Optimization exercise on an open flow, not production practice.
RTL: at most simulated, not proved equivalent.
Clock network not from TritonCTS: every run shown here.
The clock port is an ideal driver here.
Power: default activity.

===== design/flow/flow/run.sh =====
#!/bin/bash
# Standard layout with these changes:
#  - the ports get plain buffers instead of delay cells;
#  - the clock tree is built by hand (flow/cts_hook.tcl, run by ORFS's cts
#    step before it would call clock_tree_synthesis): one root buffer driving
#    one buffer per cluster of registers, in place of TritonCTS's H-tree;
#  - the slow wide OR/NOR cells in flow/dont_use.txt are added to the
#    platform's don't-use list (synthesis maps the same registers).
set -euo pipefail
work=$(pwd)
{
  echo "include $work/config.mk"
  echo "export DONT_USE_CELLS = $(cat "$work/flow/dont_use.txt")"
} > "$work/my_config.mk"
sed "s#DESIGN_CONFIG=[^ ]*#DESIGN_CONFIG=$work/my_config.mk#" standard.sh > my_standard.sh
grep -q "DESIGN_CONFIG=$work/my_config.mk" my_standard.sh
export BUFFER_PORTS_ARGS="-buffer_cell sky130_fd_sc_hd__buf_1"
export PRE_CTS_TCL="$work/flow/cts_hook.tcl"
bash my_standard.sh > flow.log 2>&1

===== design/flow/flow/cts_hook.tcl =====
# Clock tree by hand: the clock port drives K buffers, each driving a
# cluster of the registers (k-means on their placed positions).
proc manual_cts {K cbuf {rbuf ""}} {
  set block [ord::get_db_block]
  set clknet [$block findNet clk]
  set master [[ord::get_db] findMaster $cbuf]
  set sinks {}
  foreach it [$clknet getITerms] {
    set b [[$it getInst] getBBox]
    lappend sinks [list $it [expr {([$b xMin] + [$b xMax]) / 2.0}] [expr {([$b yMin] + [$b yMax]) / 2.0}]]
  }
  set sinks [lsort -real -index 1 $sinks]
  set n [llength $sinks]
  # initial centers: spread along x
  set cx {}; set cy {}
  for {set k 0} {$k < $K} {incr k} {
    set s [lindex $sinks [expr {int(($k + 0.5) * $n / $K)}]]
    lappend cx [lindex $s 1]; lappend cy [lindex $s 2]
  }
  for {set iter 0} {$iter < 30} {incr iter} {
    set sumx [lrepeat $K 0.0]; set sumy [lrepeat $K 0.0]; set cnt [lrepeat $K 0]
    set assign {}
    foreach s $sinks {
      set best 0; set bd 1e30
      for {set k 0} {$k < $K} {incr k} {
        set d [expr {abs([lindex $s 1] - [lindex $cx $k]) + abs([lindex $s 2] - [lindex $cy $k])}]
        if {$d < $bd} { set bd $d; set best $k }
      }
      lappend assign $best
      lset sumx $best [expr {[lindex $sumx $best] + [lindex $s 1]}]
      lset sumy $best [expr {[lindex $sumy $best] + [lindex $s 2]}]
      lset cnt $best [expr {[lindex $cnt $best] + 1}]
    }
    for {set k 0} {$k < $K} {incr k} {
      if {[lindex $cnt $k] > 0} {
        lset cx $k [expr {[lindex $sumx $k] / [lindex $cnt $k]}]
        lset cy $k [expr {[lindex $sumy $k] / [lindex $cnt $k]}]
      }
    }
  }
  set src $clknet
  if {$rbuf ne ""} {
    # one root buffer at the middle of the leaves
    set rinst [odb::dbInst_create $block [[ord::get_db] findMaster $rbuf] clkbuf_root]
    set src [odb::dbNet_create $block clknet_root]
    $src setSigType CLOCK
    [$rinst findITerm A] connect $clknet
    [$rinst findITerm X] connect $src
    set mx 0.0; set my 0.0
    for {set k 0} {$k < $K} {incr k} { set mx [expr {$mx + [lindex $cx $k]}]; set my [expr {$my + [lindex $cy $k]}] }
    $rinst setLocation [expr {int($mx / $K)}] [expr {int($my / $K)}]
    $rinst setPlacementStatus PLACED
  }
  for {set k 0} {$k < $K} {incr k} {
    set inst [odb::dbInst_create $block $master clkbuf_leaf_$k]
    set net [odb::dbNet_create $block clknet_leaf_$k]
    $net setSigType CLOCK
    [$inst findITerm A] connect $src
    [$inst findITerm X] connect $net
    $inst setLocation [expr {int([lindex $cx $k])}] [expr {int([lindex $cy $k])}]
    $inst setPlacementStatus PLACED
    lappend nets $net
  }
  foreach s $sinks a $assign {
    set it [lindex $s 0]
    $it disconnect
    $it connect [lindex $nets $a]
  }
  puts "manual_cts: $n sinks in $K clusters of [join $cnt { }]"
}

# ORFS's cts step calls clock_tree_synthesis: build the tree by hand instead,
# a root buffer driving one buffer per cluster of registers.
proc clock_tree_synthesis {args} {
  manual_cts 6 sky130_fd_sc_hd__clkbuf_8 sky130_fd_sc_hd__clkbuf_8
  set_propagated_clock [all_clocks]
}

===== design/flow/flow/dont_use.txt =====
sky130_fd_sc_hd__or4_1 sky130_fd_sc_hd__or4_2 sky130_fd_sc_hd__or4_4 sky130_fd_sc_hd__or4b_1 sky130_fd_sc_hd__or4b_2 sky130_fd_sc_hd__or4b_4 sky130_fd_sc_hd__or4bb_1 sky130_fd_sc_hd__or4bb_2 sky130_fd_sc_hd__or4bb_4 sky130_fd_sc_hd__or3_4 sky130_fd_sc_hd__or3b_4 sky130_fd_sc_hd__nor4_4 sky130_fd_sc_hd__nor3_4 sky130_fd_sc_hd__nor4_1 sky130_fd_sc_hd__nor4_2 sky130_fd_sc_hd__nor4b_1 sky130_fd_sc_hd__nor4b_2 sky130_fd_sc_hd__nor4b_4 sky130_fd_sc_hd__nor4bb_1 sky130_fd_sc_hd__nor4bb_2 sky130_fd_sc_hd__nor4bb_4 sky130_fd_sc_hd__nor3_1 sky130_fd_sc_hd__nor3_2 sky130_fd_sc_hd__nor3b_1 sky130_fd_sc_hd__nor3b_2 sky130_fd_sc_hd__nor3b_4 sky130_fd_sc_hd__or3_1 sky130_fd_sc_hd__or3_2 sky130_fd_sc_hd__or3b_1 sky130_fd_sc_hd__or3b_2

===== design/flow/standard.sh =====
#!/bin/bash
# synth_recipe.tcl (not shown) runs the flow's synth.tcl, then flattens the netlist and writes it again
# the make line also repeats each setting of config.mk as NAME=value (left out here)
make -C /OpenROAD-flow-scripts/flow DESIGN_CONFIG=/design/flow/config.mk WORK_HOME=/design/flow/orfs CLKGATE_MAP_FILE= SYNTH_SCRIPT=/design/flow/synth_recipe.tcl "${@:-finish}"

===== design/flow/config.mk =====
export PLATFORM = sky130hd
export DESIGN_NAME = tslcf_rx
export DESIGN_NICKNAME = tslcf_rx
export VERILOG_FILES = /design/flow/design.v
export SDC_FILE = /design/flow/constraint.sdc
export NUM_CORES = 4
export LEC_CHECK = 0
export CAP_MARGIN = 20
export CORE_MARGIN = 2
export CORE_UTILIZATION = 72
export PLACE_DENSITY = 0.82
export SETUP_SLACK_MARGIN = 2.2
export SLEW_MARGIN = 20
export SYNTH_HIERARCHICAL = 1
export SYNTH_MINIMUM_KEEP_SIZE = 0
export TNS_END_PERCENT = 0

===== design/flow/constraint.sdc =====
create_clock -name core_clock -period 4.0 [get_ports {clk}]
set_input_delay 0.8000 -clock core_clock [delete_from_list [all_inputs] [get_ports {clk}]]
set_output_delay 0.8000 -clock core_clock [all_outputs]
set_load 0.01 [all_outputs]

===== design/flow/design.v =====
module tslcf_deframer (
    input  wire       clk,
    input  wire       rst,
    input  wire       in_valid,
    output wire       in_ready,
    input  wire [1:0] in_kind,
    input  wire [7:0] in_data,
    output reg        b_valid,    
    output reg        e_valid,    
    output reg        a_valid,    
    output reg        fe_first,   
    output reg  [7:0] op_byte
);
    localparam [1:0] K_DATA  = 2'd0,
                     K_EOS   = 2'd1,
                     K_ABORT = 2'd2;
    localparam [1:0] HUNT0 = 2'd0,   
                     HUNT1 = 2'd1,   
                     BODY0 = 2'd2,   
                     BODY1 = 2'd3;   
    reg  [1:0] state;
    reg        pend_end;    
    reg        nfe;         
    assign in_ready = nfe;
    always @(*) fe_first = !nfe;
    wire take   = in_valid && !fe_first;
    wire is_esc;
    wire is_stx;
    tslcf_bytecmp u_cmp (
        .d   (in_data),
        .esc (is_esc),
        .stx (is_stx)
    );
    always @(posedge clk) begin
        if (!fe_first)
            op_byte <= in_data;
    end
    wire k_data  = !in_kind[1] && !in_kind[0];
    wire k_eos   = !in_kind[1] &&  in_kind[0];
    wire k_abort =  in_kind[1] && !in_kind[0];
    wire s_hunt1 = (state == HUNT1);
    wire s_body0 = (state == BODY0);
    wire s_body1 = (state == BODY1);
    wire in_body = state[1];
    wire t_data  = take && k_data;
    wire t_stop  = take && (k_eos || k_abort);    
    reg [1:0] state_n;
    always @(*) begin
        state_n = state;
        if (t_stop)
            state_n = HUNT0;
        else if (t_data) begin
            case (state)
                HUNT0: if (is_esc) state_n = HUNT1;
                HUNT1: if (is_stx) state_n = BODY0; else if (!is_esc) state_n = HUNT0;
                BODY0: if (is_esc) state_n = BODY1;
                default: state_n = BODY0;
            endcase
        end
    end
    wire lone_x  = t_data && s_body1 && !is_esc && !is_stx;
    wire lone_e  = take && k_eos && s_body1;
    wire fe_n    = lone_x || lone_e;
    wire b_n     = fe_first ? !pend_end
                 : (t_data && ((s_body0 && !is_esc) || (s_body1 && !is_stx))) || lone_e;
    wire e_n     = fe_first ? pend_end
                 : (t_data && s_body1 && is_stx) || (take && k_eos && s_body0);
    wire a_n     = !fe_first && take && k_abort && in_body;
    always @(posedge clk) begin
        pend_end <= lone_e;    
        if (rst) begin
            state    <= HUNT0;
            b_valid  <= 1'b0;
            e_valid  <= 1'b0;
            a_valid  <= 1'b0;
            nfe      <= 1'b1;
        end else begin
            state    <= state_n;
            b_valid  <= b_n;
            e_valid  <= e_n;
            a_valid  <= a_n;
            nfe      <= !fe_n;
        end
    end
endmodule
module tslcf_bytecmp (
    input  wire [7:0] d,
    output wire       esc,    
    output wire       stx     
);
    assign esc = (d == 8'hFE);
    assign stx = (d == 8'h02);
endmodule
module tslcf_parser (
    input  wire        clk,
    input  wire        rst,
    input  wire        b_valid,
    input  wire        e_valid,
    input  wire        a_valid,
    input  wire        fe_first,
    input  wire [7:0]  op_byte,
    output reg         out_valid,
    output reg  [3:0]  out_tag,
    output reg  [15:0] out_data
);
    localparam [2:0] F_PBC    = 3'd1,
                     F_VERFLG = 3'd2,
                     F_SCREEN = 3'd3,
                     F_INDEX  = 3'd4,
                     F_CW     = 3'd5,
                     F_TLEN   = 3'd6,
                     F_STOP   = 3'd7;    
    localparam [2:0] S_OK          = 3'd0,
                     S_TOOSHORT    = 3'd1,
                     S_LENMISMATCH = 3'd2,
                     S_TRUNCATED   = 3'd3,
                     S_UNSUPPORTED = 3'd4,
                     S_ABORTED     = 3'd5;
    reg  [2:0]  field;       
    reg         half;        
    reg         text;        
    reg  [15:0] text_nleft;  
    reg  [15:0] len_nleft;   
    reg         len_over;    
    wire [15:0] text_inc, len_inc;
    assign text_inc[0] = !text_nleft[0];
    assign len_inc[0]  = !len_nleft[0];
    genvar gi;
    generate
        for (gi = 1; gi < 16; gi = gi + 1) begin : g_inc
            assign text_inc[gi] = text_nleft[gi] ^ (&text_nleft[gi-1:0]);
            assign len_inc[gi]  = len_nleft[gi]  ^ (&len_nleft[gi-1:0]);
        end
    endgenerate
    wire [7:0]  lo_byte = out_data[7:0];      
    wire [7:0]  byte_in = fe_first ? 8'hFE : op_byte;
    wire [15:0] field16 = {byte_in, lo_byte};
    wire f_pbc  = (field == F_PBC);
    wire f_cw   = (field == F_CW);
    wire f_tlen = (field == F_TLEN);
    wire header = (field == F_PBC) || (field == F_VERFLG) || (field == F_SCREEN);
    wire stop   = (field == F_STOP);
    wire ev_text = b_valid && text;
    wire ev_lo   = b_valid && !text && !stop && !half;
    wire ev_hi   = b_valid && !text && !stop && half;
    wire ev_end  = e_valid || a_valid;
    reg  [2:0]  status;
    always @(*) begin
        if (a_valid)
            status = S_ABORTED;
        else if (header)
            status = S_TOOSHORT;
        else if (len_over || len_nleft != 16'hFFFF)
            status = S_LENMISMATCH;
        else if (stop)
            status = S_UNSUPPORTED;
        else if (field == F_INDEX && !half && !text)
            status = S_OK;
        else
            status = S_TRUNCATED;
    end
    always @(posedge clk) begin
        out_valid      <= ev_text || ev_hi || ev_end;
        out_tag[3]     <= ev_end;
        out_tag[2:0]   <= ev_end ? 3'd0 : ev_hi ? field : 3'd7;
        out_data[15:8] <= ev_hi ? byte_in : 8'd0;
        if (ev_end)
            out_data[7:0] <= {5'd0, status};
        else if (ev_text || ev_lo)
            out_data[7:0] <= byte_in;
    end
    always @(posedge clk) begin
        if (rst || ev_end) begin
            field <= F_PBC;
            half  <= 1'b0;
            text  <= 1'b0;
        end else if (ev_text) begin
            text <= (text_nleft[15:1] != 15'h7FFF);
        end else if (ev_lo) begin
            half <= 1'b1;
        end else if (ev_hi) begin
            half <= 1'b0;
            case (field)
                F_PBC:    field <= F_VERFLG;
                F_VERFLG: field <= F_SCREEN;
                F_CW:     field <= byte_in[7] ? F_STOP : F_TLEN;
                F_TLEN: begin
                    field <= F_INDEX;
                    text  <= (field16 != 16'd0);
                end
                F_SCREEN: field <= F_INDEX;
                default:  field <= F_CW;            
            endcase
        end
    end
    always @(posedge clk) begin
        if (ev_text)
            text_nleft <= text_inc;
        else if (ev_hi && f_tlen)
            text_nleft <= ~field16;
    end
    always @(posedge clk) begin
        if (b_valid) begin
            if (ev_hi && f_pbc) begin
                len_nleft <= ~field16;
                len_over  <= 1'b0;
            end else begin
                len_nleft <= len_inc;
                if (len_nleft == 16'hFFFF)
                    len_over <= 1'b1;
            end
        end
    end
endmodule
module tslcf_rx (
    input  wire        clk,
    input  wire        rst,
    input  wire        in_valid,
    output wire        in_ready,
    input  wire [1:0]  in_kind,
    input  wire [7:0]  in_data,
    output wire        out_valid,
    output wire [3:0]  out_tag,
    output wire [15:0] out_data
);
    wire       b_valid;
    wire       e_valid;
    wire       a_valid;
    wire       fe_first;
    wire [7:0] op_byte;
    tslcf_deframer u_deframer (
        .clk      (clk),
        .rst      (rst),
        .in_valid (in_valid),
        .in_ready (in_ready),
        .in_kind  (in_kind),
        .in_data  (in_data),
        .b_valid  (b_valid),
        .e_valid  (e_valid),
        .a_valid  (a_valid),
        .fe_first (fe_first),
        .op_byte  (op_byte)
    );
    tslcf_parser u_parser (
        .clk       (clk),
        .rst       (rst),
        .b_valid   (b_valid),
        .e_valid   (e_valid),
        .a_valid   (a_valid),
        .fe_first  (fe_first),
        .op_byte   (op_byte),
        .out_valid (out_valid),
        .out_tag   (out_tag),
        .out_data  (out_data)
    );
endmodule

==> impl_metrics.json, run 1 <==
{
  "status": "no timing/DRC/antenna violations",
  "layout.nets": 398,
  "rsz0062_at_grt": "true",
  "path_clk_slew_ps": 90,
  "worstMarginPinSlew_ps": 597,
  "synthCells": 338,
  "placement.io_buffers": 34,
  "grt_first_pass_wirelength_um": 11100,
  "crit_fanout": 5,
  "hold_viol_final": 0,
  "avgSynthCellArea_um2": 10.4,
  "ys_top_cells_by_count": "nor2_1 (49), edfxtp_1 (44), nand2_1 (35)",
  "max_cap_violations": 0,
  "synth_top_cell_by_area": "edfxtp_1",
  "clk_latency_ps": 340,
  "vias": 2634,
  "drive_gt1_share_pct": 11.8,
  "holdWs_ps": 505,
  "grt_max_degree": 34,
  "synth_top_area_share_pct": 37.5,
  "crit_slowest_cell": "dfxtp_1",
  "drtIter0Drc": 203,
  "fillerInstances": 296,
  "max_freq_mhz": 548,
  "via_per_inst": 6.00,
  "hpwl_um": 5030,
  "yosysSeqAreaShare_pct": 54.5,
  "setup_viol": 0,
  "fin_setup_tns_ps": 0,
  "path_class": "reg2out",
  "worstPathCellList": "buf_1",
  "start_util_pct": 74.7,
  "antennaDiodeCount": 0,
  "hold_class": "reg2reg",
  "synth_area_leaders": "edfxtp_1 (37%), dfxtp_1 (17%), nor2_1 (5.2%), xor2_1 (4.2%), ha_1 (3.9%)",
  "drt_pass1_iterations": 4,
  "coreArea_um2": 4720,
  "multiInputGateArea_um2": 1560,
  "antenna_found_initial": 0,
  "ys_types": 45,
  "synth-async-reset-ratio_pct": 0,
  "synthesis.area_um2": 3530,
  "slew_headroom_pct": 60.1,
  "crit_family": "flip-flops",
  "gp_congestion": 0.853,
  "reg2reg_from": "u_parser.text_nleft[1]",
  "ios": 35,
  "num_rows": 25,
  "p_leak_nw": 1.37,
  "skew_ps": 18.6,
  "grtUsageTotal_pct": 26.4,
  "die_w_um": 74.0,
  "route.detailed.drc": 0,
  "synth-edff-count": 44,
  "synthFlopType": "edfxtp_1",
  "crit_arrival_ps": 1020,
  "regArea_um2": 1930,
  "irDropWorstVdd_mv": 0.345,
  "fin_crit_sh_pct": 45.6,
  "slew_viol_final": 0,
  "period_needed_ps": 1820,
  "die_h_um": 74.0,
  "path_buf_inv": 1,
  "crit_start": "u_parser.out_data[7]",
  "grt_pass1_vias": 2365,
  "start_kind": "register",
  "syn_nets": 362,
  "yosysMostFrequentCell": "nor2_1",
  "drtAntennaViolNets": 0,
  "worst_path_largest_cell_delay_ps": 480,
  "die-area_um2": 5470,
  "ys_warn_count": 8,
  "endpoint_kind": "primary output",
  "cp.required_ps": 3200,
  "area_growth_syn_to_layout_pct": 10.7,
  "holdBufCountCts": 0,
  "overflow": 0,
  "wire_per_inst_um": 16.9,
  "drt_wl_total_um": 7400,
  "ys_ff_latch": 74,
  "hp-start": "u_deframer.pend_end",
  "power.density_nw_per_um2": 311
}
## report_power, final
part	total, mW	switching [mW]	internal [mW]
combinational	0.0305	0.0201	0.0104
sequential	0.806	0.00265	0.803
clock	0.379	0.221	0.158
## modules after synthesis (local to each module, per instance), excerpt
module	flops+latches	times used	area, um2
tslcf_bytecmp	0	1	43.8
tslcf_deframer	15	1	591
tslcf_parser	59	1	2890
## layout make-up
| cell class | count | share of cell area (%) |
|---|---|---|
| well taps | 67 | 2.15 |
| repair buffers | 42 | 5.22 |
| inverters | 8 | 0.833 |
| plain buffers | 7 | 2.47 |
| multi-input cells | 241 | 39.9 |
| flip-flops and latches | 74 | 49.4 |
## layer usage
metal,global-route usage (%),vias to the layer above,wire [um]
li1,-,1288,-
met1,36.8,1233,3100
met2,42.8,90,3600
met3,2.85,23,482
met4,10.9,0,214
met5,0,-,0
## sequential cells by signal, summed over array words and instances, names as in the netlist
name / flops
u_parser.field: 3
u_deframer.b_valid: 1
u_deframer.op_byte: 8
u_parser.len_nleft: 16
u_parser.out_data: 16
u_deframer.nfe: 1
u_parser.out_valid: 1
u_parser.text_nleft: 16
u_deframer.a_valid: 1
u_parser.half: 1
u_deframer.state: 2
u_parser.len_over: 1
u_deframer.pend_end: 1
u_parser.out_tag: 4
u_parser.text: 1
u_deframer.e_valid: 1
## logic make-up (layout without fill, tap and decap cells)
kind of cell               after synthesis  after routing  share of synthesized area (%)
AOI/OAI and AO/OA                       59             59                           10.7
muxes                                    4              4                           1.14
xor gates and xnor gates                22             22                           5.46
and+or+nand+nor                        145            145                           20.8
adders and majority gates               11             11                           3.90
DFF                                     74             74                           54.5
buffers and inverters                   23             57                           3.55
## worst paths after layout
kind	end	cells past startpoint	slack, ps
worst max-delay path	out_data[7]	1	2180
worst min-delay path	u_deframer.e_valid	2	500
worst max register to register	u_parser.text_nleft[9]	7	2180
worst min register to register	u_deframer.e_valid	2	500
## timing repair
item	in CTS	in global routing
gates resized for setup	3	16
endpoints found under the hold margin	0	0
setup buffers	4	4
setup endpoints to repair	45	52
pin swaps	2	3
## through the flow
step / cell area (um2) / instances / total power [mW] / setup slack [ps] / util [%]
after floorplan: 3540 / 338 / 0.839 / 2210 / -
after global placement: 3660 / 424 / 0.852 / 1830 / 77.6
after detailed placement: 3660 / 424 / 0.853 / 1790 / 77.6
after CTS: 3810 / 435 / 1.22 / 2050 / 80.7
after global routing: 3910 / 439 / 1.25 / 2120 / 82.7
final: 3910 / 439 / 1.22 / 2180 / 82.7
## placed cells by master (no fill, tap or decap), drive strengths merged
| master | instances |
|---|---|
| nand3 | 11 |
| a211oi | 5 |
| buf | 42 |
| ha | 11 |
| a21oi | 11 |
| o22ai | 1 |
| o31a | 1 |
| and2 | 4 |
| nand2b | 5 |
| nand2 | 36 |
| or2 | 2 |
| nor2b | 2 |
| clkbuf | 7 |
| and4 | 10 |
| and2b | 1 |
| nand3b | 1 |
| o211ai | 1 |
| o221ai | 1 |
| a21o | 2 |
| and4bb | 1 |
| and3 | 8 |
| nand4b | 3 |
| xnor2 | 5 |
| nor2 | 50 |
| o21ai | 25 |
| o21a | 3 |
| xor2 | 17 |
| a21boi | 2 |
| edfxtp | 44 |
| dfxtp | 30 |
| inv | 8 |
| nand4 | 10 |
| mux2i | 4 |
| a31oi | 4 |
| a41oi | 1 |
| and3b | 1 |
| o31ai | 2 |
Testbench counts, summed over its fixed seeds: cycles 14,627.
==> run 2, diff against run 1 <==
--- a/design/flow/config.mk
+++ b/design/flow/config.mk
@@ -8,6 +8,6 @@
 export CAP_MARGIN = 20
 export CORE_MARGIN = 2
-export CORE_UTILIZATION = 72
-export PLACE_DENSITY = 0.82
+export CORE_UTILIZATION = 65
+export PLACE_DENSITY = 0.75
 export SETUP_SLACK_MARGIN = 2.2
 export SLEW_MARGIN = 20
==> impl_metrics.json, run 2 <==
{
  "synthesis.area_um2": 3530,
  "holdBufCountCts": 0,
  "num_rows": 26,
  "r2r_cells": 7,
  "ios": 35,
  "p_leak_nw": 1.39,
  "start_kind": "register",
  "reg2reg_from": "u_parser.text_nleft[1]",
  "route.detailed.drc": 0,
  "setup_viol": 0,
  "ys_types": 45,
  "final_area_um2": 3930,
  "holdWs_ps": 517,
  "hold_class": "reg2reg",
  "clk_latency_ps": 330,
  "synth_area_leaders": "edfxtp_1 (37%), dfxtp_1 (17%), nor2_1 (5.2%), xor2_1 (4.2%), ha_1 (3.9%)",
  "ys_ff_latch": 74,
  "fin_setup_tns_ps": 0,
  "hp-start": "u_deframer.pend_end",
  "path_class": "reg2reg",
  "worstMarginPinSlew_ps": 608,
  "area_growth_syn_to_layout_pct": 11.5,
  "layout.nets": 400,
  "whs_endpoint": "u_deframer.b_valid",
  "slew_viol_final": 0,
  "fillerInstances": 372,
  "gp_congestion": 0.842,
  "vias": 2579,
  "antenna_found_initial": 0,
  "drt_wl_total_um": 7430,
  "reg2reg_to": "u_parser.text_nleft[9]",
  "crit_arrival_ps": 1890,
  "r2r_slack_ps": 2190,
  "cp.required_ps": 4080,
  "synth_top_area_share_pct": 37.5,
  "layout_common_cells": "nor2_1 (48), edfxtp_1 (44), nand2_1 (34), buf_1 (34), dfxtp_1 (27)",
  "drt_pass1_iterations": 5,
  "placement.io_buffers": 34,
  "top_layer": "met4",
  "ys_top_cells_by_count": "nor2_1 (49), edfxtp_1 (44), nand2_1 (35)",
  "crit_fanout": 3,
  "hold_path_depth": 3,
  "grtUsageTotal_pct": 24.6,
  "drtIter0Drc": 162,
  "max_cap_violations": 0,
  "via_per_inst": 5.81,
  "wire_per_inst_um": 16.7,
  "coreArea_um2": 5170,
  "fin_crit_sh_pct": 45.3,
  "hpwl_um": 5160,
  "status": "no timing/DRC/antenna violations",
  "synth_top_cell_by_area": "edfxtp_1",
  "power.density_nw_per_um2": 308,
  "dpl_cell_area_um2": 3670,
  "power_mw": 1.21,
  "overflow": 0,
  "rsz0062_at_grt": "true",
  "die-area_um2": 6030,
  "avgSynthCellArea_um2": 10.4,
  "synthCells": 338,
  "skew_ps": 15.8,
  "syn_nets": 362,
  "synth-async-reset-ratio_pct": 0,
  "drt-met1-wl_um": 3280,
  "period_needed_ps": 1810,
  "grt_max_degree": 34,
  "grt_pass1_vias": 2426,
  "antennaDiodeCount": 0,
  "slew_headroom_pct": 59.3,
  "mostFrequentLayoutCell": "nor2_1",
  "irDropWorstVdd_mv": 0.279,
  "path_clk_slew_ps": 90,
  "synth-edff-count": 44,
  "yosysSeqAreaShare_pct": 54.5,
  "hold_viol_final": 0,
  "grt_first_pass_wirelength_um": 12000,
  "start_util_pct": 68.2,
  "route.met2.wl_um": 3500,
  "synthFlopType": "edfxtp_1",
  "drive_gt1_share_pct": 13.1,
  "wl_met3_um": 443,
  "yosysMostFrequentCell": "nor2_1",
  "die_w_um": 77.7,
  "die_h_um": 77.7,
  "drtAntennaViolNets": 0,
  "endpoint_kind": "register",
  "ys_warn_count": 8,
  "top_regs": "u_parser.len_nleft x16, u_parser.out_data x16, u_parser.text_nleft x16",
  "max_freq_mhz": 552
}
==> run 2: final cells by class <==
type,count,area (um2),share of cell area [%]
Buffer,7,96.3,2.45
Inverter,8,32.5,0.827
Multi-Input combinational cell,241,1560,39.8
Sequential cell,74,1930,49.1
Tap cell,70,87.6,2.23
Timing Repair Buffer,44,221,5.63
==> run 2: power breakdown <==
part | internal [mW] | switching, mW
clock network | 0.158 | 0.219
registers | 0.803 | 0.00255
logic | 0.0103 | 0.0196
total | 0.971 | 0.241
==> run 2: cell families (layout without fill, tap and decap cells) <==
logic type / count (synthesis) / after routing / synth area share, %
AOI/OAI and AO/OA: 59 / 59 / 10.7
xor gates and xnor gates: 22 / 22 / 5.46
adders and majority gates: 11 / 11 / 3.90
buffers and inverters: 23 / 59 / 3.55
DFF: 74 / 74 / 54.5
muxes: 4 / 4 / 1.14
and+or+nand+nor: 145 / 145 / 20.8
==> run 2: what timing repair did <==
item | 4_1_cts | 5_1_grt
pin swaps | 3 | 6
gates resized for setup | 4 | 19
setup endpoints to repair | 43 | 52
endpoints found under the hold margin | 0 | 0
setup buffers | 6 | 4
==> run 2: metrics by stage <==
stage | instances | setup slack [ps] | util (%)
5_1_grt | 444 | 2120 | 76.0
4_1_cts | 440 | 2050 | 74.1
3_5_place_dp | 427 | 1750 | 70.9
6_report | 444 | 2190 | 76.0
2_1_floorplan | 338 | 2210 | -
3_3_place_gp | 427 | 1800 | 70.9
==> run 2: worst max path at each step <==
stage / slack [ps] / cells after the start / to / from
5_1_grt: 2120 / 7 / u_parser.text_nleft[9] / u_parser.text_nleft[1]
3_5_place_dp: 1750 / 3 / u_parser.text_nleft[2] / u_deframer.b_valid
3_3_place_gp: 1800 / 3 / u_parser.text_nleft[6] / u_deframer.b_valid
6_report: 2190 / 7 / u_parser.text_nleft[9] / u_parser.text_nleft[1]
2_1_floorplan: 2210 / 7 / u_parser.text_nleft[8] / u_parser.text_nleft[0]
4_1_cts: 2050 / 3 / u_parser.text_nleft[15] / u_deframer.b_valid
==> run 2: Yosys stat by module (local to each module, per instance), a selection <==
module / times used / cells inside / area, um2
tslcf_deframer: 1 / 47 / 591
tslcf_parser: 1 / 284 / 2890
tslcf_bytecmp: 1 / 7 / 43.8
==> run 2: metal layers <==
layer | global-route usage [%] | vias up
met5 | 0 | -
met1 | 33.3 | 1202
met3 | 2.79 | 16
met4 | 6.61 | 0
li1 | - | 1272
met2 | 42.2 | 89
==> run 2: critical path: stages, from the launching register on <==
cell,delay (ps)
edfxtp_1,410
ha_2,200
and3_4,180
and3_4,180
and3_4,170
ha_2,180
xnor2_2,160
o21ai_1,70
==> run 3, diff against run 2 <==
--- a/design/flow/design.v
+++ b/design/flow/design.v
@@ -129,6 +129,6 @@
     generate
         for (gi = 1; gi < 16; gi = gi + 1) begin : g_inc
-            assign text_inc[gi] = text_nleft[gi] ^ (&text_nleft[gi-1:0]);
-            assign len_inc[gi]  = len_nleft[gi]  ^ (&len_nleft[gi-1:0]);
+            assign text_inc[gi] = (&text_nleft[gi-1:0]) ? !text_nleft[gi] : text_nleft[gi];
+            assign len_inc[gi]  = (&len_nleft[gi-1:0])  ? !len_nleft[gi]  : len_nleft[gi];
         end
     endgenerate
==> impl_metrics.json, run 3 <==
{
  "p_clk_share_pct": 31.3,
  "r2r_cells": 4,
  "synth-edff-count": 44,
  "coreArea_um2": 5110,
  "top_regs": "u_parser.len_nleft x16, u_parser.out_data x16, u_parser.text_nleft x16",
  "whs_endpoint": "u_deframer.e_valid",
  "drtAntennaViolNets": 0,
  "gp_congestion": 0.845,
  "ys_ff_latch": 74,
  "worst_path_largest_cell_delay_ps": 520,
  "hpwl_um": 4980,
  "antennaDiodeCount": 0,
  "holdBufCountCts": 0,
  "place_inst": 425,
  "fillerInstances": 403,
  "mostFrequentLayoutCell": "nor2_1",
  "hold_class": "reg2reg",
  "synthFlopType": "edfxtp_1",
  "yosysMostFrequentCell": "nor2_1",
  "cp.required_ps": 4030,
  "area_growth_syn_to_layout_pct": 6.90,
  "overflow": 0,
  "seqPwrFrac_pct": 66.2,
  "placement.io_buffers": 34,
  "synth_top_area_share_pct": 38.5,
  "wire_per_inst_um": 16.1,
  "synthCells": 339,
  "drive_gt1_share_pct": 5.99,
  "path_buf_inv": 0,
  "grt_first_pass_wirelength_um": 11400,
  "crit_slowest_cell": "dfxtp_1",
  "cpMostUsedCell": "or2_4",
  "synth_top_cell_by_area": "edfxtp_1",
  "ys_top_cells_by_count": "nor2_1 (60), edfxtp_1 (44), dfxtp_1 (30), nand2_1 (30), a21oi_1 (21)",
  "via_per_inst": 5.83,
  "path_class": "reg2reg",
  "worstPathCellList": "nand3_2 -> or2_4 -> or2_4 -> o31ai_1",
  "drt_wl_total_um": 7030,
  "ys_warn_count": 8,
  "synthesis.area_um2": 3430,
  "period_needed_ps": 1870,
  "final_cells": 437,
  "die_w_um": 76.6,
  "syn_nets": 355,
  "start_kind": "register",
  "clk_latency_ps": 340,
  "die-area_um2": 5870,
  "p_leak_nw": 1.46,
  "hp-start": "u_deframer.pend_end",
  "grt_pass1_vias": 2350,
  "irDropWorstVdd_mv": 0.289,
  "drt_pass1_iterations": 5,
  "setup_viol": 0,
  "slew_viol_final": 0,
  "max_cap_violations": 0,
  "fin_crit_sh_pct": 46.7,
  "layout_common_cells": "nor2_1 (60), edfxtp_1 (44), buf_1 (34)",
  "path_clk_slew_ps": 80,
  "drtIter0Drc": 138,
  "yosysSeqAreaShare_pct": 56.1,
  "crit_family": "simple AND/OR/NAND/NOR gates",
  "worstMarginPinSlew_ps": 594,
  "synth-async-reset-ratio_pct": 0,
  "hold_path_depth": 2,
  "avgSynthCellArea_um2": 10.1,
  "max_freq_mhz": 535,
  "endpoint_kind": "register",
  "hold_viol_final": 0,
  "route.detailed.drc": 0,
  "vias": 2547,
  "antenna_found_initial": 0,
  "r2r_slack_ps": 2130,
  "p_int_mw": 0.972,
  "crit_arrival_ps": 1900,
  "crit_fanout": 9,
  "rsz0062_at_grt": "true",
  "skew_ps": 9.87,
  "grt_max_degree": 31,
  "grtUsageTotal_pct": 23.7,
  "power.density_nw_per_um2": 332,
  "die_h_um": 76.6,
  "ios": 35,
  "p_switching_mw": 0.246,
  "start_util_pct": 67.1,
  "num_rows": 26,
  "status": "no timing/DRC/antenna violations",
  "ys_types": 41,
  "fin_setup_tns_ps": 0,
  "combPwrFrac_pct": 2.6,
  "slew_headroom_pct": 60.2,
  "reg2reg_from": "u_parser.text",
  "layout.nets": 385,
  "reg2reg_to": "u_parser.text_nleft[15]",
  "synth_area_leaders": "edfxtp_1 (39%), dfxtp_1 (18%), nor2_1 (6.6%), mux2i_1 (4.4%), nand2_1 (3.3%)",
  "p_sw_share_pct": 20.2
}
==> run 3: final cells by class <==
type,instances,area [um2],area share [%]
buffer,7,96.3,2.63
tap,70,87.6,2.39
sequential,74,1930,52.6
timing repair buffer,39,165,4.51
multi-input combinational,231,1320,36.1
inverter,16,65.1,1.78
==> run 3: how the worst max path moves through the flow <==
stage,startpoint,to,slack (ps),cells past startpoint
finish,u_parser.text,u_parser.text_nleft[15],2130,4
global route,u_parser.text,u_parser.text,2030,5
detailed placement,u_deframer.b_valid,u_parser.text,1760,5
CTS,u_parser.text,u_parser.text_nleft[15],2140,4
global placement,u_deframer.b_valid,u_parser.text_nleft[9],1830,4
floorplan,in_data[1],u_deframer.nfe,2350,5
==> run 3: kinds of logic (layout without fill, tap and decap cells) <==
| group | Yosys count | after routing | share of synthesized area, % |
|---|---|---|---|
| buf+inv | 34 | 62 | 5.40 |
| fa+ha+maj | 3 | 3 | 1.10 |
| mux | 15 | 15 | 4.38 |
| flops | 74 | 74 | 56.1 |
| compound gates | 71 | 71 | 12.6 |
| xor+xnor | 1 | 1 | 0.256 |
| simple gates | 141 | 141 | 20.2 |
==> run 3: worst register-to-register path, delay by kind of cell, from the launching register on <==
| family | cells | cell delay [ps] |
|---|---|---|
| compound gates | 1 | 280 |
| flops | 1 | 520 |
| simple gates | 3 | 760 |
==> run 3: timing repair <==
action                     CTS  global route
resized for setup            4             0
setup endpoints to repair   65            29
pin swaps                    1             0
buffers inserted             5             0
==> run 3: stage by stage <==
step                      util (%)  setup WS (ps)  hold slack (ps)  area (um2)  total power, mW
final                         71.8           2130              533        3660             1.22
after global routing          71.8           2030              556        3660             1.26
after CTS                     71.8           2140              536        3660             1.22
after detailed placement      69.0           1760              512        3520            0.855
after global placement        69.0           1830              490        3520            0.854
after floorplan                  -           2350              459        3430            0.840
==> run 3: Yosys stat by module, one instance, submodules excluded, excerpt <==
module	times used	cells	area, um2	flops+latches
tslcf_bytecmp	1	7	43.8	0
tslcf_deframer	1	47	591	15
tslcf_parser	1	285	2790	59
==> run 3: power by group through the flow <==
stage          Clock [mW]  Sequential, mW  Combinational (mW)
6_report            0.381           0.806              0.0313
5_1_grt             0.414           0.806              0.0352
4_1_cts             0.385           0.806              0.0315
3_5_place_dp            0           0.824              0.0312
3_3_place_gp            0           0.824              0.0304
2_1_floorplan           0           0.824              0.0169
==> run 3: per-layer routing <==
layer  track usage (%)  vias up  wire (um)
li1                  -     1252          -
met1              33.5     1211       3170
met2              39.6       75       3380
met3              2.84        9        380
met4              4.91        0         99
met5                 0        -          0
Testbench counts of run 3, summed over its fixed seeds: cycles 14,627.
==> run 4, diff against run 3 <==
--- a/design/flow/design.v
+++ b/design/flow/design.v
@@ -167,5 +167,5 @@
         if (ev_end)
             out_data[7:0] <= {5'd0, status};
-        else if (ev_text || ev_lo)
+        else if (!half)
             out_data[7:0] <= byte_in;
     end
@@ -195,12 +195,14 @@
     end
     always @(posedge clk) begin
-        if (ev_text)
-            text_nleft <= text_inc;
-        else if (ev_hi && f_tlen)
-            text_nleft <= ~field16;
-    end
-    always @(posedge clk) begin
         if (b_valid) begin
-            if (ev_hi && f_pbc) begin
+            if (f_tlen && half)
+                text_nleft <= ~field16;
+            else
+                text_nleft <= text_inc;
+        end
+    end
+    always @(posedge clk) begin
+        if (b_valid) begin
+            if (f_pbc && half) begin
                 len_nleft <= ~field16;
                 len_over  <= 1'b0;
==> impl_metrics.json, run 4 <==
{
  "status": "no timing/DRC/antenna violations",
  "irDropWorstVdd_mv": 0.206,
  "yosysMostFrequentCell": "nor2_1",
  "ios": 35,
  "p_leak_nw": 1.46,
  "r2r_slack_ps": 2190,
  "clk_latency_ps": 340,
  "start_kind": "register",
  "die_w_um": 76.7,
  "final_util_pct": 72.1,
  "avgSynthCellArea_um2": 9.96,
  "crit_fanout": 24,
  "synth_top_cell_by_area": "edfxtp_1",
  "route.detailed.drc": 0,
  "synth-edff-count": 44,
  "endpoint_kind": "register",
  "drt_pass1_iterations": 4,
  "yosysSeqAreaShare_pct": 56.0,
  "setup_viol": 0,
  "worstMarginPinSlew_ps": 652,
  "crit_slowest_cell": "dfxtp_1",
  "layout_common_cells": "nor2_1 (89), edfxtp_1 (44), a21oi_1 (38)",
  "dpl_cell_area_um2": 3550,
  "synthFlopType": "edfxtp_1",
  "vias": 2569,
  "grt_first_pass_wirelength_um": 11800,
  "synth_area_leaders": "edfxtp_1 (38%), dfxtp_1 (17%), nor2_1 (9.7%), a21oi_1 (5.5%), mux2i_1 (4.4%)",
  "grt_pass1_vias": 2459,
  "layout.nets": 390,
  "synthesis.area_um2": 3430,
  "worst_path_largest_cell_delay_ps": 440,
  "crit_arrival_ps": 1870,
  "slew_headroom_pct": 56.5,
  "ys_ff_latch": 74,
  "ys_warn_count": 8,
  "holdBufCountCts": 0,
  "grt_max_degree": 25,
  "drtAntennaViolNets": 0,
  "hold_viol_final": 0,
  "fin_setup_tns_ps": 0,
  "ys_top_cells_by_count": "nor2_1 (89), edfxtp_1 (44), a21oi_1 (38)",
  "synth-async-reset-ratio_pct": 0,
  "die_h_um": 76.7,
  "hold_class": "reg2reg",
  "max_freq_mhz": 552,
  "gp_congestion": 0.828,
  "top_regs": "u_parser.len_nleft x16, u_parser.out_data x16, u_parser.text_nleft x16",
  "synth_top_area_share_pct": 38.5,
  "final_cells": 442,
  "hpwl_um": 5110,
  "die-area_um2": 5880,
  "cp.required_ps": 4060,
  "worstPathCellList": "nor2b_1 -> and3b_4 -> inv_4 -> a21bo_1 -> a21oi_1",
  "path_class": "reg2reg",
  "coreArea_um2": 5110,
  "num_rows": 26,
  "antennaDiodeCount": 0,
  "antenna_found_initial": 0,
  "final_area_um2": 3680,
  "period_needed_ps": 1810,
  "grtUsageTotal_pct": 24.6,
  "slew_viol_final": 0,
  "place_inst": 432,
  "overflow": 0,
  "mostFrequentLayoutCell": "nor2_1",
  "via_per_inst": 5.81,
  "start_util_pct": 67.2,
  "crit_family": "simple AND/OR/NAND/NOR gates",
  "area_growth_syn_to_layout_pct": 7.21,
  "fin_crit_sh_pct": 45.3,
  "syn_nets": 361,
  "drt_wl_total_um": 7130,
  "skew_ps": 36.4,
  "power.density_nw_per_um2": 335,
  "synthCells": 345,
  "path_clk_slew_ps": 100,
  "placement.io_buffers": 34,
  "wire_per_inst_um": 16.1,
  "max_cap_violations": 0,
  "path_buf_inv": 1,
  "drtIter0Drc": 226,
  "ys_types": 42,
  "drive_gt1_share_pct": 5.65,
  "rsz0062_at_grt": "true"
}
[run 4: changes by cell type in the layout (fill, tap and decap cells not counted), moves of 3 or more]
cell | before | now
nor2_1 | 60 | 89
nand2_1 | 29 | 8
a21oi_1 | 21 | 38
o21ai_0 | 20 | 10
a211oi_1 | 5 | 0
o31ai_1 | 5 | 1
and3b_1 | 4 | 1
and4_1 | 4 | 7
[run 4: kinds of logic after synthesis]
family	share of synthesized area (%)
AND/OR/NAND/NOR	20.6
flip-flops	56.0
AO/OA/AOI/OAI	12.9
buffers and inverters	4.85
multiplexers	4.37
adder cells (fa/ha/maj)	1.09
XOR/XNOR	0.255
[run 4: final cells by class]
cell class                      instances  area [um2]
Fill cell                             414        1430
Sequential cell                        74        1930
Buffer                                  7        96.3
Multi-Input combinational cell        239        1360
Inverter                               14        55.1
Tap cell                               70        87.6
Timing Repair Buffer                   38         158
[run 4: power breakdown]
part	internal [mW]	leakage (nW)	switching (mW)
registers	0.808	0.746	0.00937
clock network	0.158	0.0503	0.221
logic	0.0123	0.661	0.0252
total	0.978	1.46	0.255
[run 4: metrics by stage]
step / hold WS [ps] / setup slack, ps / total power, mW
CTS: 515 / 2010 / 1.24
floorplan: 459 / 2350 / 0.851
finish: 504 / 2190 / 1.23
global route: 541 / 2070 / 1.27
detailed placement: 517 / 1730 / 0.872
global placement: 490 / 1770 / 0.871
[run 4: repair_timing]
action	CTS	global route
gates cloned	0	0
buffers inserted	3	0
pin swaps	1	0
endpoints found under the setup margin	56	65
resized for setup	1	6
[run 4: path summary, 6_finish.rpt]
kind / endpoint / depth (start not counted) / startpoint
max: u_parser.len_nleft[11] / 5 / u_parser.field[1]
min: u_deframer.e_valid / 2 / u_deframer.pend_end
max reg2reg: u_parser.len_nleft[11] / 5 / u_parser.field[1]
min reg2reg: u_deframer.e_valid / 2 / u_deframer.pend_end
[run 4: routing by layer]
metal  GRT usage [%]  part of all wire, %  vias to the layer above
met5               0                    0                        -
li1                -                    -                     1276
met4            4.91                  2.0                        0
met1            35.8                   44                     1206
met2            41.2                   49                       77
met3            1.65                  5.0                       10
[run 4: worst reg2reg max path: cells and delay by family (launching register included)]
family / cells / cell delay [ps]
flip-flops: 1 / 440
AO/OA/AOI/OAI: 2 / 390
AND/OR/NAND/NOR: 2 / 540
buffers and inverters: 1 / 170
[run 4: modules after synthesis (local to each module, per instance), excerpt]
module | flops+latches | times used | cells inside | cell area (um2)
tslcf_bytecmp | 0 | 1 | 7 | 43.8
tslcf_deframer | 15 | 1 | 47 | 591
tslcf_parser | 59 | 1 | 291 | 2800
Testbench counts of run 4, summed over its fixed seeds: cycles 14,627.
==> run 5, diff against run 4 <==
--- a/design/flow/config.mk
+++ b/design/flow/config.mk
@@ -10,5 +10,5 @@
 export CORE_UTILIZATION = 65
 export PLACE_DENSITY = 0.75
-export SETUP_SLACK_MARGIN = 2.2
+export SETUP_SLACK_MARGIN = 2.4
 export SLEW_MARGIN = 20
 export SYNTH_HIERARCHICAL = 1
==> impl_metrics.json, run 5 <==
{
  "status": "no timing/DRC/antenna violations",
  "avgSynthCellArea_um2": 9.96,
  "fillerInstances": 395,
  "fin_setup_tns_ps": 0,
  "grtUsageTotal_pct": 25.6,
  "irDropWorstVdd_mv": 0.230,
  "drtIter0Drc": 190,
  "synth_top_family_by_area": "simple AND/OR/NAND/NOR gates",
  "synth_top_area_share_pct": 38.5,
  "grt_pass1_vias": 2611,
  "num_rows": 26,
  "synth_compound_area_share_pct": 12.9,
  "vias": 2646,
  "multiInputGateArea_um2": 1360,
  "overflow": 0,
  "cp.required_ps": 3200,
  "slew_headroom_pct": 67.0,
  "area_growth_syn_to_layout_pct": 9.25,
  "synthAdderAreaFrac_pct": 1.09,
  "holdBufCountCts": 0,
  "power.density_nw_per_um2": 330,
  "reg2reg_from": "u_parser.field[0]",
  "clk_latency_ps": 340,
  "drt_pass1_iterations": 5,
  "yosysMostFrequentCell": "nor2_1",
  "drt_wl_total_um": 7280,
  "synth_top_cell_by_area": "edfxtp_1",
  "synth-async-reset-ratio_pct": 0,
  "skew_ps": 15.3,
  "ys_ff_latch": 74,
  "p_leak_nw": 1.50,
  "synthMuxAreaShare_pct": 4.37,
  "layout_common_cells": "nor2_1 (89), edfxtp_1 (44), a21oi_1 (38)",
  "yosysSeqAreaShare_pct": 56.0,
  "synth-simple-area-share_pct": 20.6,
  "via_per_inst": 5.88,
  "crit_start": "u_parser.out_data[1]",
  "fin_crit_sh_pct": 44.2,
  "start_util_pct": 67.2,
  "top_regs": "u_parser.len_nleft x16, u_parser.out_data x16, u_parser.text_nleft x16",
  "synthesis.area_um2": 3430,
  "wire_per_inst_um": 16.2,
  "drtAntennaViolNets": 0,
  "hp-start": "u_deframer.pend_end",
  "ys_warn_count": 8,
  "coreArea_um2": 5110,
  "endpoint_kind": "primary output",
  "r2r_slack_ps": 2350,
  "hold_class": "reg2reg",
  "synthFlopType": "edfxtp_1",
  "crit_slowest_cell": "edfxtp_1",
  "max_cap_violations": 0,
  "worstMarginPinSlew_ps": 493,
  "route.detailed.drc": 0,
  "ys_types": 42,
  "crit_family": "flip-flops",
  "ys_top_cells_by_count": "nor2_1 (89), edfxtp_1 (44), a21oi_1 (38)",
  "die_w_um": 76.7,
  "period_needed_ps": 1770,
  "antenna_found_initial": 0,
  "max_freq_mhz": 565,
  "slew_viol_final": 0,
  "pre_cts_slack_ps": 1710,
  "crit_arrival_ps": 970,
  "setup_slack_ps": 2230,
  "gp_congestion": 0.834,
  "final_util_pct": 73.5,
  "worstPathCellList": "clkbuf_2",
  "path_class": "reg2out",
  "path_clk_slew_ps": 90,
  "start_kind": "register",
  "synth-edff-count": 44,
  "syn_nets": 361,
  "setup_viol": 0,
  "hold_viol_final": 0,
  "layout.nets": 398,
  "synth_area_leaders": "edfxtp_1 (38%), dfxtp_1 (17%), nor2_1 (9.7%), a21oi_1 (5.5%), mux2i_1 (4.4%)",
  "die_h_um": 76.7,
  "grt_max_degree": 25,
  "ios": 35,
  "path_buf_inv": 1,
  "synthCells": 345,
  "crit_fanout": 4,
  "drive_gt1_share_pct": 10.3,
  "rsz0062_at_grt": "true",
  "synth_xor_area_share_pct": 0.255,
  "die-area_um2": 5880,
  "grt_first_pass_wirelength_um": 12400,
  "regArea_um2": 1940,
  "placement.io_buffers": 34,
  "holdWs_ps": 517,
  "worst_path_largest_cell_delay_ps": 460,
  "mostFrequentLayoutCell": "nor2_1",
  "antennaDiodeCount": 0,
  "hpwl_um": 5030
}
run 5: kinds of logic after synthesis:
group,after synthesis
AOI/OAI and AO/OA,73
xor gates and xnor gates,1
adders and majority gates,3
buffers and inverters,32
DFF,74
muxes,15
and+or+nand+nor,147
run 5: metrics by stage:
| step | power [mW] | cells | area [um2] |
|---|---|---|---|
| finish | 1.24 | 450 | 3750 |
| global route | 1.28 | 450 | 3750 |
| CTS | 1.24 | 448 | 3730 |
| detailed placement | 0.871 | 432 | 3550 |
| global placement | 0.871 | 432 | 3550 |
| floorplan | 0.851 | 345 | 3440 |
run 5: area by class of cell:
| cell class | instances | area share [%] |
|---|---|---|
| Sequential cell | 74 | 51.7 |
| Multi-Input combinational cell | 239 | 36.1 |
| Timing Repair Buffer | 46 | 5.84 |
| Inverter | 14 | 1.47 |
| Tap cell | 70 | 2.33 |
| Buffer | 7 | 2.57 |
run 5: what timing repair did:
action                                  in CTS  in global routing
hold endpoints to repair                     0                  0
endpoints found under the setup margin      98                 69
pin swaps                                    1                  0
buffers inserted                             9                  2
gates cloned                                 0                  0
resized for setup                            9                  8
run 5: final timing paths:
| check | end | cells after the start |
|---|---|---|
| max | out_data[1] | 1 |
| min | u_deframer.e_valid | 2 |
| max reg2reg | u_parser.len_nleft[11] | 5 |
| min reg2reg | u_deframer.e_valid | 2 |
run 5: Yosys stat by module (local to each module, per instance), a selection:
module,flip-flops and latches,copies in the design,cells
tslcf_parser,59,1,291
tslcf_deframer,15,1,47
tslcf_bytecmp,0,1,7
run 5: metal layers:
layer  routed length [um]  GRT usage, %  vias to the layer above
met1                 3210          36.5                     1269
met4                   99          5.27                        0
li1                     -             -                     1292
met5                    0             0                        -
met2                 3590          43.2                       75
met3                  380          2.35                       10
run 5: where the power goes:
part	switching [mW]	internal, mW	leakage (nW)
logic	0.0261	0.0144	0.703
clock network	0.225	0.158	0.0503
registers	0.00871	0.808	0.748
==> run 6, diff against run 5 <==
--- a/design/flow/config.mk
+++ b/design/flow/config.mk
@@ -8,7 +8,7 @@
 export CAP_MARGIN = 20
 export CORE_MARGIN = 2
-export CORE_UTILIZATION = 65
-export PLACE_DENSITY = 0.75
-export SETUP_SLACK_MARGIN = 2.4
+export CORE_UTILIZATION = 72
+export PLACE_DENSITY = 0.82
+export SETUP_SLACK_MARGIN = 2.2
 export SLEW_MARGIN = 20
 export SYNTH_HIERARCHICAL = 1
==> impl_metrics.json, run 6 <==
{
  "combPwrFrac_pct": 3.0,
  "worstPathCellList": "nand4b_2 -> o21ai_0 -> nand3_1",
  "synthAdderAreaFrac_pct": 1.09,
  "fillerInstances": 294,
  "via_per_inst": 6.18,
  "hold_class": "reg2reg",
  "coreArea_um2": 4660,
  "synth_area_leaders": "edfxtp_1 (38%), dfxtp_1 (17%), nor2_1 (9.7%), a21oi_1 (5.5%), mux2i_1 (4.4%)",
  "ys_types": 42,
  "skew_ps": 12.0,
  "power_mw": 1.23,
  "worstMarginPinSlew_ps": 668,
  "die-area_um2": 5340,
  "synth_xor_area_share_pct": 0.255,
  "vias": 2657,
  "crit_arrival_ps": 2030,
  "wire_per_inst_um": 16.4,
  "grt_pass1_vias": 2373,
  "slew_headroom_pct": 55.4,
  "overflow": 0,
  "antennaDiodeCount": 0,
  "rsz0062_at_grt": "true",
  "synth-async-reset-ratio_pct": 0,
  "yosysMostFrequentCell": "nor2_1",
  "drtIter0Drc": 221,
  "grt_max_degree": 25,
  "synthFlopType": "edfxtp_1",
  "drt_wl_total_um": 7060,
  "ios": 35,
  "path_class": "reg2reg",
  "synthMuxAreaShare_pct": 4.37,
  "synth_top_family_by_area": "simple AND/OR/NAND/NOR gates",
  "p_sw_share_pct": 20.3,
  "p_clk_share_pct": 30.4,
  "status": "no timing/DRC/antenna violations",
  "ys_warn_count": 8,
  "grtUsageTotal_pct": 26.6,
  "ys_top_cells_by_count": "nor2_1 (89), edfxtp_1 (44), a21oi_1 (38)",
  "num_rows": 25,
  "die_w_um": 73.1,
  "endpoint_kind": "register",
  "slew_viol_final": 0,
  "synth-edff-count": 44,
  "worst_path_largest_cell_delay_ps": 750,
  "setup_viol": 0,
  "fin_crit_sh_pct": 45.7,
  "synthCells": 345,
  "p_switching_mw": 0.249,
  "synth_top_cell_by_area": "edfxtp_1",
  "start_kind": "register",
  "area_growth_syn_to_layout_pct": 7.25,
  "synthesis.area_um2": 3430,
  "holdBufCountCts": 0,
  "route.detailed.drc": 0,
  "top_regs": "u_parser.len_nleft x16, u_parser.out_data x16, u_parser.text_nleft x16",
  "placement.io_buffers": 34,
  "max_freq_mhz": 547,
  "drive_gt1_share_pct": 6.65,
  "p_leak_nw": 1.48,
  "synth_compound_area_share_pct": 12.9,
  "seqPwrFrac_pct": 66.6,
  "p_int_mw": 0.978,
  "max_cap_violations": 0,
  "hpwl_um": 4940,
  "grt_first_pass_wirelength_um": 11300,
  "crit_slowest_cell": "dfxtp_1",
  "period_needed_ps": 1830,
  "drtAntennaViolNets": 0,
  "syn_nets": 361,
  "fin_setup_tns_ps": 0,
  "ys_ff_latch": 74,
  "synth-simple-area-share_pct": 20.6,
  "power.density_nw_per_um2": 333,
  "gp_congestion": 0.865,
  "crit_family": "flip-flops",
  "clk_latency_ps": 330,
  "mostFrequentLayoutCell": "nor2_1",
  "path_clk_slew_ps": 80,
  "cp.required_ps": 4200,
  "irDropWorstVdd_mv": 0.298,
  "crit_fanout": 17,
  "avgSynthCellArea_um2": 9.96,
  "layout_common_cells": "nor2_1 (89), edfxtp_1 (44), a21oi_1 (38)",
  "antenna_found_initial": 0,
  "die_h_um": 73.1,
  "layout.nets": 394,
  "start_util_pct": 73.7,
  "drt_pass1_iterations": 6,
  "yosysSeqAreaShare_pct": 56.0,
  "path_buf_inv": 0,
  "synth_top_area_share_pct": 38.5,
  "hold_viol_final": 0
}
## run 6: metrics by stage
| stage | setup WS, ps | util (%) | hold slack [ps] | cell area (um2) | cells |
|---|---|---|---|---|---|
| after floorplan | 2350 | - | 459 | 3430 | 345 |
| after global routing | 2070 | 79.0 | 561 | 3680 | 430 |
| after CTS | 2160 | 78.1 | 517 | 3640 | 424 |
| after detailed placement | 1630 | 75.7 | 499 | 3530 | 416 |
| after global placement | 1740 | 75.7 | 489 | 3530 | 416 |
| final | 2170 | 79.0 | 517 | 3680 | 430 |
## run 6: final cells by class
cell class | count | area, um2 | share of cell area [%]
Multi-Input combinational cell | 239 | 1350 | 36.7
Tap cell | 54 | 67.6 | 1.83
Inverter | 14 | 55.1 | 1.49
Timing Repair Buffer | 42 | 188 | 5.10
Buffer | 7 | 96.3 | 2.62
Sequential cell | 74 | 1930 | 52.3
## run 6: Yosys stat by module (local to each module, per instance), excerpt
module / cells / cell area (um2) / flops+latches
tslcf_deframer: 47 / 591 / 15
tslcf_bytecmp: 7 / 43.8 / 0
tslcf_parser: 291 / 2800 / 59
## run 6: repair_timing
item,4_1_cts,5_1_grt
setup buffers,1,6
setup endpoints to repair,65,15
resized for setup,6,0
pin swaps,1,0
## run 6: worst paths after layout
check,slack [ps],depth (start not counted),endpoint,start
worst max-delay path,2170,3,u_parser.field[0],u_deframer.b_valid
worst min-delay path,520,2,u_deframer.e_valid,u_deframer.pend_end
worst max register to register,2170,3,u_parser.field[0],u_deframer.b_valid
worst min register to register,520,2,u_deframer.e_valid,u_deframer.pend_end
## run 6: kinds of logic (layout without fill, tap and decap cells)
logic type,count (synthesis),in the layout
adder cells (fa/ha/maj),3,3
AND/OR/NAND/NOR,147,147
AO/OA/AOI/OAI,73,73
buffers and inverters,32,63
multiplexers,15,15
flip-flops,74,74
XOR/XNOR,1,1
## run 6: routing by layer
metal	wire length [um]	part of all wire, %	vias up	track usage (%)
met5	0	0	-	0
met4	104	1.5	0	4.53
met3	433	6.1	9	2.90
met2	3380	48	100	44.1
met1	3150	45	1257	38.5
li1	-	-	1291	-
## run 6: power by group through the flow
stage	Clock (mW)	Combinational, mW	Sequential, mW
2_1_floorplan	0	0.0176	0.833
3_3_place_gp	0	0.0357	0.834
6_report	0.372	0.0372	0.817
3_5_place_dp	0	0.0368	0.834
4_1_cts	0.374	0.0370	0.817
5_1_grt	0.392	0.0420	0.818
## run 6: tightest hold or removal path, cell delays in order (launching register included)
cell and delay (ps):
dfxtp_1 310, nand2b_1 80, a31oi_1 70
==> run 7, diff against run 6 <==
--- a/design/flow/config.mk
+++ b/design/flow/config.mk
@@ -8,7 +8,7 @@
 export CAP_MARGIN = 20
 export CORE_MARGIN = 2
-export CORE_UTILIZATION = 72
-export PLACE_DENSITY = 0.82
-export SETUP_SLACK_MARGIN = 2.2
+export CORE_UTILIZATION = 58
+export PLACE_DENSITY = 0.75
+export SETUP_SLACK_MARGIN = 2.3
 export SLEW_MARGIN = 20
 export SYNTH_HIERARCHICAL = 1
==> impl_metrics.json, run 7 <==
{
  "status": "no timing/DRC/antenna violations",
  "skew_ps": 24.8,
  "start_util_pct": 59.1,
  "pre_cts_slack_ps": 1690,
  "area_growth_syn_to_layout_pct": 10.9,
  "gp_congestion": 0.809,
  "ys_ff_latch": 74,
  "endpoint_kind": "primary output",
  "ys_top_cells_by_count": "nor2_1 (89), edfxtp_1 (44), a21oi_1 (38)",
  "die-area_um2": 6550,
  "worstPathCellList": "buf_1",
  "mostFrequentLayoutCell": "nor2_1",
  "layout.nets": 404,
  "cp.required_ps": 3200,
  "p_sw_share_pct": 21.0,
  "start_kind": "register",
  "slew_viol_final": 0,
  "yosysMostFrequentCell": "nor2_1",
  "top_regs": "u_parser.len_nleft x16, u_parser.out_data x16, u_parser.text_nleft x16",
  "synthCells": 345,
  "max_freq_mhz": 576,
  "coreArea_um2": 5820,
  "p_clk_share_pct": 31.0,
  "ios": 35,
  "synth-edff-count": 44,
  "ys_warn_count": 8,
  "hpwl_um": 5030,
  "seqPwrFrac_pct": 65.8,
  "worst_path_largest_cell_delay_ps": 450,
  "drive_gt1_share_pct": 10.9,
  "die_w_um": 81.0,
  "final_util_pct": 65.5,
  "drtAntennaViolNets": 0,
  "path_clk_slew_ps": 70,
  "placement.io_buffers": 34,
  "grt_pass1_vias": 2433,
  "grtUsageTotal_pct": 21.9,
  "avgSynthCellArea_um2": 9.96,
  "clk_latency_ps": 340,
  "max_cap_violations": 0,
  "ys_types": 42,
  "fin_setup_tns_ps": 0,
  "synth_top_cell_by_area": "edfxtp_1",
  "synth_area_leaders": "edfxtp_1 (38%), dfxtp_1 (17%), nor2_1 (9.7%), a21oi_1 (5.5%), mux2i_1 (4.4%)",
  "p_int_mw": 0.979,
  "p_switching_mw": 0.261,
  "path_buf_inv": 1,
  "vias": 2623,
  "fin_crit_sh_pct": 43.4,
  "holdWs_ps": 502,
  "dpl_cell_area_um2": 3550,
  "crit_slowest_cell": "edfxtp_1",
  "setup_viol": 0,
  "irDropWorstVdd_mv": 0.246,
  "grt_max_degree": 25,
  "synthesis.area_um2": 3430,
  "die_h_um": 81.0,
  "rsz0062_at_grt": "true",
  "yosysSeqAreaShare_pct": 56.0,
  "wire_per_inst_um": 15.6,
  "drt_pass1_iterations": 5,
  "fillerInstances": 490,
  "grt_first_pass_wirelength_um": 11400,
  "final_area_um2": 3810,
  "drtIter0Drc": 150,
  "via_per_inst": 5.69,
  "antennaDiodeCount": 0,
  "crit_family": "flip-flops",
  "layout_common_cells": "nor2_1 (89), edfxtp_1 (44), a21oi_1 (38)",
  "drt_wl_total_um": 7170,
  "hold_viol_final": 0,
  "combPwrFrac_pct": 3.2,
  "p_leak_nw": 1.53,
  "path_class": "reg2out",
  "synth-async-reset-ratio_pct": 0,
  "crit_fanout": 4,
  "synth_top_area_share_pct": 38.5,
  "worstMarginPinSlew_ps": 468,
  "power.density_nw_per_um2": 326,
  "antenna_found_initial": 0,
  "holdBufCountCts": 0,
  "crit_arrival_ps": 940,
  "setup_slack_ps": 2260,
  "syn_nets": 361,
  "hold_class": "reg2reg",
  "period_needed_ps": 1740,
  "slew_headroom_pct": 68.7,
  "route.detailed.drc": 0,
  "synthFlopType": "edfxtp_1",
  "overflow": 0,
  "num_rows": 28
}
[run 7: cell counts after synthesis]
No cell type changed its count.
[run 7: timing repair]
action,in CTS,in global routing
buffers inserted,1,16
pin swaps,1,0
gates resized for setup,8,8
setup endpoints to repair,80,36
[run 7: layer usage]
metal	vias to the layer above	GRT usage (%)	routed length, um
met5	-	0	0
met4	0	2.20	70
met3	9	2.11	367
met2	76	38.3	3440
met1	1232	30.6	3290
li1	1306	-	-
[run 7: final timing paths]
kind / start / to / slack, ps / depth (start not counted)
max: u_parser.out_data[0] / out_data[0] / 2260 / 1
min: u_deframer.pend_end / u_deframer.e_valid / 500 / 2
max reg2reg: u_parser.field[0] / u_parser.len_nleft[11] / 2340 / 5
min reg2reg: u_deframer.pend_end / u_deframer.e_valid / 500 / 2
[run 7: power groups by stage]
stage / registers, mW / logic [mW] / clock network [mW]
6_report: 0.816 / 0.0398 / 0.384
3_3_place_gp: 0.834 / 0.0362 / 0
4_1_cts: 0.816 / 0.0374 / 0.391
3_5_place_dp: 0.834 / 0.0372 / 0
5_1_grt: 0.817 / 0.0455 / 0.415
2_1_floorplan: 0.833 / 0.0176 / 0
[run 7: cells by family (layout without fill, tap and decap cells)]
| family | after synthesis | in the layout | share of synthesized area (%) |
|---|---|---|---|
| buf+inv | 32 | 73 | 4.85 |
| mux | 15 | 15 | 4.37 |
| simple gates | 147 | 147 | 20.6 |
| flops | 74 | 74 | 56.0 |
| xor+xnor | 1 | 1 | 0.255 |
| compound gates | 73 | 73 | 12.9 |
| fa+ha+maj | 3 | 3 | 1.09 |
[run 7: layout make-up]
type                            count  area [um2]  share of cell area (%)
Multi-Input combinational cell    239        1360                    35.7
Sequential cell                    74        1940                    50.9
Buffer                              7        96.3                    2.53
Timing Repair Buffer               52         263                    6.90
Inverter                           14        55.1                    1.45
Tap cell                           75        93.8                    2.46
[run 7: modules after synthesis (local to each module, per instance), excerpt]
module,times used,cells,flops+latches,area (um2)
tslcf_deframer,1,47,15,591
tslcf_bytecmp,1,7,0,43.8
tslcf_parser,1,291,59,2800
[run 7: per-stage QoR]
step                      std cells  total power, mW
final                           461             1.24
after global routing            461             1.28
after CTS                       445             1.24
after detailed placement        437            0.871
after global placement          437            0.870
after floorplan                 345            0.851
==> run 8, diff against run 7 <==
--- a/design/flow/config.mk
+++ b/design/flow/config.mk
@@ -8,5 +8,5 @@
 export CAP_MARGIN = 20
 export CORE_MARGIN = 2
-export CORE_UTILIZATION = 58
+export CORE_UTILIZATION = 65
 export PLACE_DENSITY = 0.75
 export SETUP_SLACK_MARGIN = 2.3
==> impl_metrics.json, run 8 <==
{
  "crit_arrival_ps": 930,
  "p_sw_share_pct": 20.8,
  "cp.required_ps": 3200,
  "path_class": "reg2out",
  "fillerInstances": 401,
  "crit_family": "flip-flops",
  "grtUsageTotal_pct": 24.6,
  "ys_top_cells_by_count": "nor2_1 (89), edfxtp_1 (44), a21oi_1 (38)",
  "route.detailed.drc": 0,
  "rsz0062_at_grt": "true",
  "gp_congestion": 0.828,
  "grt_first_pass_wirelength_um": 11800,
  "coreArea_um2": 5110,
  "grt_pass1_vias": 2459,
  "start_util_pct": 67.2,
  "p_clk_share_pct": 30.7,
  "drt_pass1_iterations": 4,
  "crit_slowest_cell": "dfxtp_1",
  "drive_gt1_share_pct": 9.69,
  "path_buf_inv": 1,
  "setup_viol": 0,
  "avgSynthCellArea_um2": 9.96,
  "die_w_um": 76.7,
  "power.density_nw_per_um2": 327,
  "period_needed_ps": 1730,
  "crit_start": "u_parser.out_data[5]",
  "synth_top_area_share_pct": 38.5,
  "clk_latency_ps": 340,
  "placement.io_buffers": 34,
  "start_kind": "register",
  "ys_ff_latch": 74,
  "drt_wl_total_um": 7280,
  "path_clk_slew_ps": 100,
  "hp-start": "u_deframer.pend_end",
  "synth-edff-count": 44,
  "ys_warn_count": 8,
  "synth_top_cell_by_area": "edfxtp_1",
  "p_switching_mw": 0.257,
  "worstPathCellList": "buf_1",
  "top_regs": "u_parser.len_nleft x16, u_parser.out_data x16, u_parser.text_nleft x16",
  "ys_types": 42,
  "fin_setup_tns_ps": 0,
  "vias": 2597,
  "grt_max_degree": 25,
  "drtAntennaViolNets": 0,
  "hold_viol_final": 0,
  "yosysSeqAreaShare_pct": 56.0,
  "max_freq_mhz": 579,
  "fin_crit_sh_pct": 43.2,
  "p_leak_nw": 1.51,
  "slew_viol_final": 0,
  "seqPwrFrac_pct": 66.1,
  "die-area_um2": 5880,
  "drtIter0Drc": 248,
  "synth_area_leaders": "edfxtp_1 (38%), dfxtp_1 (17%), nor2_1 (9.7%), a21oi_1 (5.5%), mux2i_1 (4.4%)",
  "ios": 35,
  "synthCells": 345,
  "die_h_um": 76.7,
  "mostFrequentLayoutCell": "nor2_1",
  "layout.nets": 400,
  "worst_path_largest_cell_delay_ps": 430,
  "crit_fanout": 5,
  "reg2reg_from": "u_parser.field[0]",
  "antennaDiodeCount": 0,
  "final_util_pct": 74.1,
  "endpoint_kind": "primary output",
  "hpwl_um": 5110,
  "via_per_inst": 5.75,
  "synth-async-reset-ratio_pct": 0,
  "p_int_mw": 0.980,
  "wire_per_inst_um": 16.1,
  "antenna_found_initial": 0,
  "synthFlopType": "edfxtp_1",
  "status": "no timing/DRC/antenna violations",
  "overflow": 0,
  "syn_nets": 361,
  "slew_headroom_pct": 57.2,
  "num_rows": 26,
  "combPwrFrac_pct": 3.3,
  "irDropWorstVdd_mv": 0.207,
  "max_cap_violations": 0,
  "layout_common_cells": "nor2_1 (89), edfxtp_1 (44), a21oi_1 (38)",
  "area_growth_syn_to_layout_pct": 10.1,
  "synthesis.area_um2": 3430,
  "hold_class": "reg2reg",
  "worstMarginPinSlew_ps": 641,
  "yosysMostFrequentCell": "nor2_1",
  "skew_ps": 33.2
}
[run 8: power groups by stage]
stage | clock network, mW | registers, mW | logic [mW]
global placement | 0 | 0.834 | 0.0362
detailed placement | 0 | 0.835 | 0.0374
floorplan | 0 | 0.833 | 0.0176
CTS | 0.381 | 0.817 | 0.0375
finish | 0.379 | 0.817 | 0.0405
global route | 0.408 | 0.818 | 0.0453
[run 8: cell families after synthesis]
| kind of cell | Yosys count | share of synthesized area, % |
|---|---|---|
| AND/OR/NAND/NOR | 147 | 20.6 |
| flip-flops | 74 | 56.0 |
| AO/OA/AOI/OAI | 73 | 12.9 |
| buffers and inverters | 32 | 4.85 |
| multiplexers | 15 | 4.37 |
| adder cells (fa/ha/maj) | 3 | 1.09 |
| XOR/XNOR | 1 | 0.255 |
[run 8: layout make-up]
class	count	area, um2	area share (%)
multi-input cells	239	1360	36.0
well taps	70	87.6	2.32
inverters	14	55.1	1.46
repair buffers	48	245	6.48
flip-flops and latches	74	1940	51.2
plain buffers	7	96.3	2.55
[run 8: routing by layer]
metal	GRT usage (%)	wire, um	vias up
li1	-	-	1293
met5	0	0	-
met1	35.8	3220	1231
met4	4.91	91	0
met3	1.65	337	6
met2	41.2	3640	67
[run 8: per-stage QoR]
step / setup slack, ps / instances / hold slack, ps / total power [mW] / area (um2)
floorplan: 2350 / 345 / 459 / 0.851 / 3430
global placement: 1770 / 432 / 490 / 0.871 / 3550
detailed placement: 1730 / 432 / 517 / 0.872 / 3550
CTS: 2010 / 442 / 515 / 1.24 / 3670
global route: 2220 / 452 / 540 / 1.27 / 3780
finish: 2270 / 452 / 506 / 1.24 / 3780
[run 8: modules after synthesis (local to each module, per instance), excerpt]
| module | cells | flip-flops and latches |
|---|---|---|
| tslcf_bytecmp | 7 | 0 |
| tslcf_deframer | 47 | 15 |
| tslcf_parser | 291 | 59 |
[run 8: final timing paths]
check,end,slack [ps],cells after the start
setup / recovery,out_data[5],2270,1
hold reg to reg,u_deframer.e_valid,510,2
hold / removal,u_deframer.e_valid,510,2
setup reg to reg,u_parser.len_nleft[11],2300,5
[run 8: what timing repair did]
action,in CTS,in global routing
hold endpoints to repair,0,0
hold buffers,0,0
endpoints found under the setup margin,82,86
buffers inserted,3,10
pin swaps,1,0
resized for setup,1,14
